From an optimization exercise on the open Yosys and OpenROAD flow, aimed at a short achievable clock period and few clock cycles per item; shortcuts taken in it are not production practice.
Only simulation tests tie the RTL to the original design; equivalence was not proved.
Power is estimated from default activity; no workload was simulated.

==> willow <==
// mrct_decoder
module mrct_decoder (
    input  wire        clk,
    input  wire        rst,
    input  wire        start,
    input  wire        kind,         
    input  wire [11:0] width,
    input  wire [11:0] height,
    input  wire [23:0] src_len,
    input  wire [23:0] dst_cap,
    output wire        src_re,
    output wire [23:0] src_addr,
    input  wire [7:0]  src_rdata,
    output wire        dst_re,
    output wire [23:0] dst_raddr,
    input  wire [7:0]  dst_rdata,
    output wire        dst_we,
    output wire [23:0] dst_waddr,
    output wire [7:0]  dst_wdata,
    output wire        busy,
    output reg         done,
    output reg         error,
    output reg  [3:0]  err_code,
    output reg  [23:0] src_pos,
    output reg  [23:0] dst_pos,
    output reg  [23:0] err_pos
);
export LEC_CHECK = 0
export CAP_MARGIN = 20
export CORE_MARGIN = 2
export CORE_UTILIZATION = 40
export SLEW_MARGIN = 20
create_clock -name core_clock -period 11.0 [get_ports {clk}]
standard.sh (not shown) runs the stock make flow with config.mk's settings and CLKGATE_MAP_FILE= SYNTH_SCRIPT=/design/flow/synth_recipe.tcl, a recipe that flattens the netlist after the stock synthesis.
==> flow/flow/run.sh <==
#!/bin/bash
set -euo pipefail
MARGIN=${MARGIN:-8.0}
bash standard.sh synth > synth.log 2>&1
bash standard.sh SETUP_SLACK_MARGIN=$MARGIN finish > layout.log 2>&1
==> inputs of pepper, as changes to willow <==
- CORE_UTILIZATION: 40 -> 55
- CTS_CLUSTER_DIAMETER: default -> 100
- CTS_CLUSTER_SIZE: default -> 25
==> run notes <==
                                                                        pepper          willow
Combined area of the multi-input logic cells                         15600 um^2      15700 um^2
Buffer share of cell area                                                 14.4%           14.1%
Non-filler cells in the finished layout                                    3997            4263
Worst hold slack after final layout                                      342 ps          331 ps
Comb. pwr                                                                992 uW         1.06 mW
Design area                                                          34600 um^2      36000 um^2
Post-placement cell area                                             30500 um^2      30700 um^2
Number of detailed-routing iterations run before antenna repair               5               7
Metal2 WL                                                              37800 um        40100 um
Sequential cell area                                                 11400 um^2      11400 um^2
Status                                                           finished clean  finished clean
HPWL reported at the end of detailed placement                         54300 um        56800 um
Min setup slack post-route                                              6980 ps         6980 ps
Die width                                                                226 um          265 um
Syn-to-layout area delta                                                  27.4%           32.6%
Worst Max-Slew Pin Slew                                                  994 ps          918 ps
Dpl cells                                                                  3699            3906
Well tap count                                                              664             873
Max IR drop VDD                                                          117 uV          154 uV
Leakage power                                                           14.4 nW         14.9 nW
Ratio of final minimum period to clock period                             36.5%           36.5%
Number of clock buffers in the layout                                        36              75
Testbench counts of willow, summed over its fixed seeds: cycles 384,605, bytes 374,011.
Testbench counts of pepper, summed over its fixed seeds: cycles 384,605, bytes 374,011.

==> branch cedar <==
mrct_decoder, a different RTL version from the one above (not shown whole).
## mrct_decoder
module mrct_decoder (
    input  wire        clk,
    input  wire        rst,
    input  wire        start,
    input  wire        kind,         
    input  wire [11:0] width,
    input  wire [11:0] height,
    input  wire [23:0] src_len,
    input  wire [23:0] dst_cap,
    output wire        src_re,
    output wire [23:0] src_addr,
    input  wire [7:0]  src_rdata,
    output wire        dst_re,
    output wire [23:0] dst_raddr,
    input  wire [7:0]  dst_rdata,
    output wire        dst_we,
    output wire [23:0] dst_waddr,
    output wire [7:0]  dst_wdata,
    output wire        busy,
    output reg         done,
    output reg         error,
    output reg  [3:0]  err_code,
    output reg  [23:0] src_pos,
    output reg  [23:0] dst_pos,
    output reg  [23:0] err_pos
);
    localparam [3:0] ERR_TRUNCATED   = 4'd1,
                     ERR_SRC_SHORT   = 4'd2,
                     ERR_PIXEL_OOB   = 4'd3,
                     ERR_SHIFT_PARAM = 4'd4,
                     ERR_CONFIG      = 4'd5;
    localparam P_IDLE  = 0,
               P_CFG0  = 1,
               P_MUL   = 2,
  ...
export LEC_CHECK = 0
export CAP_MARGIN = 20
export CORE_MARGIN = 2
export CORE_UTILIZATION = 40
export SLEW_MARGIN = 20
create_clock -name core_clock -period 11.0 [get_ports {clk}]
Scripts as last shown in full above: flow/flow/run.sh
==> inputs of branch garnet, as changes to branch cedar <==
--- a/flow/config.mk
+++ b/flow/config.mk
@@ -8,4 +8,4 @@
 export CAP_MARGIN = 20
 export CORE_MARGIN = 2
-export CORE_UTILIZATION = 40
+export CORE_UTILIZATION = 55
 export SLEW_MARGIN = 20
==> metrics.cfg <==
[setup_path]
critPathMaxFanout = 3
cpMostUsedCell = nor2_1
path_depth = 14

[final_layout]
syn_to_final_growth_pct = 26.61
layout.cells.most_common_list = edfxtp_1 (333), nor2_1 (262), nand2_1 (216), ha_1 (200), inv_1 (178)
drive_gt1_frac = 0.2179
instances_no_fill = 4583

[sta]
worst_pin_slew_ns = 0.9861
fin_skew_ns = 0.02011

[pwr]
p_sw_mw = 1.596
p_per_area_nw_per_um2 = 145.0

[route]
wl_met1_um = 38500

[global_route]
grt_use_met2 = 0.3708

[status]
status = no timing/DRC/antenna violations

# the run above: branch cedar

==> metrics.cfg <==
[pwr]
p_sw_mw = 1.592
switching_share = 0.2690
p_per_area_nw_per_um2 = 147.0

[global_route]
grt_use_met2 = 0.5022

[final_layout]
instances_no_fill = 4338
syn_to_final_growth_pct = 27.09
drive_gt1_frac = 0.2401

[sta]
fin_skew_ns = 0.02172
worst_pin_slew_ns = 1.045

[setup_path]
crit_path_start = src_rdata[3]
critPathKind = input port to flop
path_depth = 12
critical_path.top_delay_family = adder cells
critPathMaxFanout = 4

[route]
wl_met1_um = 36300
met2_length_um = 44340
first_iter_violations = 2035

[status]
status = no timing/DRC/antenna violations

# the run above: branch garnet

Testbench counts of branch cedar, summed over its fixed seeds: cycles 384,941, bytes 374,011.
Testbench counts of branch garnet, summed over its fixed seeds: cycles 384,941, bytes 374,011.

==> what the ideal ports hide <==
Ports are ideal in the flow. The routed layouts listed here were re-timed in OpenROAD.
Step 1, drivers: a clkbuf_16 drives clk and a buf_2 each remaining input, both assumed.
Step 2 moves the port delays by t, midway between the first and last clock arrival at a register: inputs arrive t later, outputs are due t later. That takes back most of the time a late clock gives input paths.
Three values: no drivers, after step 1, after step 2; two values: the first two.
run	t (ns)	setup slack, ns	clock arrival spread, ns
willow	0.673	6.983 / 6.983 / 6.983	0.021 / 0.021
pepper	0.652	6.983 / 6.983 / 6.983	0.043 / 0.042
branch cedar	0.671	7.098 / 7.124 / 6.453	0.021 / 0.020
branch garnet	0.664	7.072 / 7.089 / 6.425	0.022 / 0.022
After both steps every run listed still meets setup and hold. For branch garnet, which loses most, drivers alone change the setup slack by +0.017 ns; drivers and shift together by -0.647 ns.
